This design comes from an exercise in tuning for small area and a short achievable clock period on the open sky130 flow, not from production work. The RTL was checked by simulation tests, not by an equivalence proof against the original design. Power is estimated from default activity; no workload was simulated.

Setup of run 1:
==> module qd256, before the edit <==
module qd256 (
    input  wire       clk,
    input  wire       rst,
    input  wire       cmd_valid,
    input  wire [2:0] cmd_op,
    input  wire [7:0] cmd_a,
    input  wire [7:0] cmd_b,
    output reg        res_valid,
    output reg  [7:0] res,
    output wire       err
);
    reg [7:0] acc;
    reg       acc_in_res;
    reg       err_q;
    wire [7:0] acc_v = acc_in_res ? res : acc;
    wire       use_acc = cmd_op[2];                  
    wire       inv     = ~(cmd_op[0] ^ cmd_op[2]);   
    wire       no_b    = cmd_op[1];                  
    wire [7:0] l    = use_acc ? acc_v : cmd_a;
    wire [7:0] r    = no_b ? 8'h00 : cmd_b;
    wire       jl   = l[7];
    wire       sub  = jl | inv;                      
    wire       cin  = jl;                            
    wire       nout = inv & ~jl;                     
    wire       flip = jl & (r[0] ^ (inv & l[0]));    
    wire [6:0] ro   = r[6:0] ^ {7{sub}};
    wire [7:0] s8   = {l[6:0], cin} + {ro, cin};
    wire [6:0] k    = s8[7:1] ^ {7{nout}} ^ {flip, 6'd0};
    wire [7:0] out  = {jl ^ r[7], k};
    wire       emits = cmd_op[2] ? ~cmd_op[1] : (cmd_op[1] ^ cmd_op[0]);
    wire       v_enc = cmd_valid & (cmd_op == 3'b100);
    wire       v_dec = cmd_valid & (cmd_op == 3'b101);
    wire       v_clr = cmd_valid & (cmd_op == 3'b011);
    always @(posedge clk) begin
        if (rst) begin
            acc        <= 8'h00;
            acc_in_res <= 1'b0;
            err_q      <= 1'b0;
            res_valid  <= 1'b0;
        end else begin
            res_valid  <= cmd_valid & emits;
            acc        <= v_clr ? 8'h00 : v_dec ? cmd_b : acc_v;
            acc_in_res <= v_enc;
            if (cmd_valid & cmd_op[2] & cmd_op[1])
                err_q <= 1'b1;
        end
    end
    always @(posedge clk)
        res <= out;
    assign err = err_q;
endmodule
Settings: LEC_CHECK=0, ABC_AREA=1, CAP_MARGIN=20, CORE_AREA=2 2 61 61, DIE_AREA=0 0 63 63, SLEW_MARGIN=20; clock period 10.0 ns.
standard.sh (not shown) runs the stock make flow with config.mk's settings and CLKGATE_MAP_FILE= SYNTH_SCRIPT=/design/flow/synth_recipe.tcl, a recipe that flattens the netlist after the stock synthesis.
==> flow/flow/run.sh <==
#!/bin/bash
# Own layout flow: the standard synthesis unchanged, then the logic
# between the registers re-mapped for area by OpenROAD's restructure (ABC),
# then the standard layout with plain buf_1 port buffers and an internal
# setup target for repair_timing (flow/knobs.txt); CTS adds no dummy load cells.
set -euo pipefail
cd "$(dirname "${BASH_SOURCE[0]}")/.."
KNOBS=$(cat flow/knobs.txt)
RES=$PWD/orfs/results/$FLOW_PLATFORM/qd256/base
bash standard.sh synth > make_synth.log 2>&1
mkdir -p rmp_work
LIB=$FLOW_HOME/platforms/$FLOW_PLATFORM/lib/sky130_fd_sc_hd__tt_025C_1v80.lib
python3 flow/libfilter.py "$LIB" rmp_work/rmp.lib 'sky130_fd_sc_hd__probe*' 'sky130_fd_sc_hd__lpflow_*'
RES=$RES LIB=$LIB RMP_LIB=$PWD/rmp_work/rmp.lib \
  openroad -no_init -exit flow/rmp.tcl > openroad_rmp.log 2>&1
# shellcheck disable=SC2086
bash standard.sh $KNOBS \
  "BUFFER_PORTS_ARGS=-buffer_cell sky130_fd_sc_hd__buf_1" \
  "CTS_ARGS=-sink_clustering_enable -repair_clock_nets -dont_use_dummy_load" \
  finish > make_finish.log 2>&1
Other scripts of this flow, unchanged in this note and not shown: flow/flow/knobs.txt, flow/flow/libfilter.py, flow/flow/rmp.tcl
The inputs of run 2 differ from those of run 1 as listed below.
==> flow/design.v <==
module qd256 (
    input  wire       clk,
    input  wire       rst,
    input  wire       cmd_valid,
    input  wire [2:0] cmd_op,
    input  wire [7:0] cmd_a,
    input  wire [7:0] cmd_b,
    output reg        res_valid,
    output reg  [7:0] res,
    output wire       err
);
    reg [7:0] acc;
    reg       err_q;
    wire       use_acc = cmd_op[2];                  
    wire       inv     = ~(cmd_op[0] ^ cmd_op[2]);   
    wire       no_b    = cmd_op[1];                  
    wire [7:0] l    = use_acc ? acc : cmd_a;
    wire [7:0] r    = no_b ? 8'h00 : cmd_b;
    wire       jl   = l[7];
    wire       sub  = jl | inv;
    wire       cin  = jl;
    wire       nout = inv & ~jl;
    wire       flip = jl & (r[0] ^ (inv & l[0]));
    wire [6:0] ro = r[6:0] ^ {7{sub}};
    wire [6:0] lo = l[6:0];
    wire [7:0] g0 = {lo & ro, cin};
    wire [7:0] p0 = {lo ^ ro, 1'b0};
    wire [7:0] s8 = {lo, cin} + {ro, cin};
    wire [6:0] cc = s8[7:1] ^ p0[7:1];
    wire [6:0] sum = p0[7:1] ^ cc;
    wire [6:0] k    = sum ^ {7{nout}} ^ {flip, 6'd0};
    wire [7:0] out  = {jl ^ r[7], k};
    wire       emits = cmd_op[2] ? ~cmd_op[1] : (cmd_op[1] ^ cmd_op[0]);
    wire       v_enc = cmd_valid & (cmd_op == 3'b100);
    wire       v_dec = cmd_valid & (cmd_op == 3'b101);
    wire       v_clr = cmd_valid & (cmd_op == 3'b011);
    wire       hold  = ~(v_enc | v_dec | v_clr);
    wire [7:0] acc_d = ({8{v_enc}} & out) | ({8{v_dec}} & cmd_b) | ({8{hold}} & acc);
    always @(posedge clk) begin
        if (rst) begin
            acc       <= 8'h00;
            err_q     <= 1'b0;
            res_valid <= 1'b0;
        end else begin
            res_valid <= cmd_valid & emits;
            acc       <= acc_d;
            if (cmd_valid & cmd_op[2] & cmd_op[1])
                err_q <= 1'b1;
        end
    end
    always @(posedge clk)
        res <= out;
    assign err = err_q;
endmodule
## What came out
For the reported leakage power, run 2 came in 2.5% higher than run 1 did.
Side by side, synthesized cell count turned out lower in run 2 than in run 1.
Run 2: number of nets in the final layout is 0.52% higher than what run 1 reported.
Run 2 vs. run 1: delay of the slowest cell on the worst path went down 0.04 ns; via count of the routed design saw an increase; power share of the combinational group picked up an extra 2.2 points; wire length fell by 140 um.
Clock period minus worst slack for run 2: 0.022 ns up relative to run 1
Re final worst-path cycle share: run 2 and run 1 aren't equal, and the lower value belongs to run 1.
Number of setup buffers added after CTS: lower on run 1
Changes observed in run 2 relative to run 1: flip-flop and latch count decreased 1, number of iterations in the first detailed-routing pass rose by 1, setup slack at placement now sits lower.

==> static timing again, ports no longer ideal <==
How much do the figures lean on ideal ports? The routed layouts below were timed once more, with nothing changed but the port constraints. Step 1 (the two cells are an assumption about what drives the block):
set clk [get_ports {clk}]
set_driving_cell -lib_cell sky130_fd_sc_hd__clkbuf_16 $clk
set_driving_cell -lib_cell sky130_fd_sc_hd__buf_2 [delete_from_list [all_inputs] $clk]
Step 2, shift: input delay + t, output delay - t, t = (earliest + latest rising clock arrival at the registers) / 2. This alone moves slack from input paths to output paths. Three values: ideal ports, drivers, drivers and shift; two values: the first two.
| run | shift t [ns] | slack for setup (ns) | worst hold slack (ns) | cell pins on the clock port's net |
|---|---|---|---|---|
| run 1 | 0.312 | 5.807 / 5.810 / 5.497 | 0.492 / 0.492 / 0.492 | 1 |
| run 2 | 0.308 | 5.786 / 5.784 / 5.476 | 0.485 / 0.485 / 0.485 | 1 |
After both steps setup and hold are still met in every run listed.
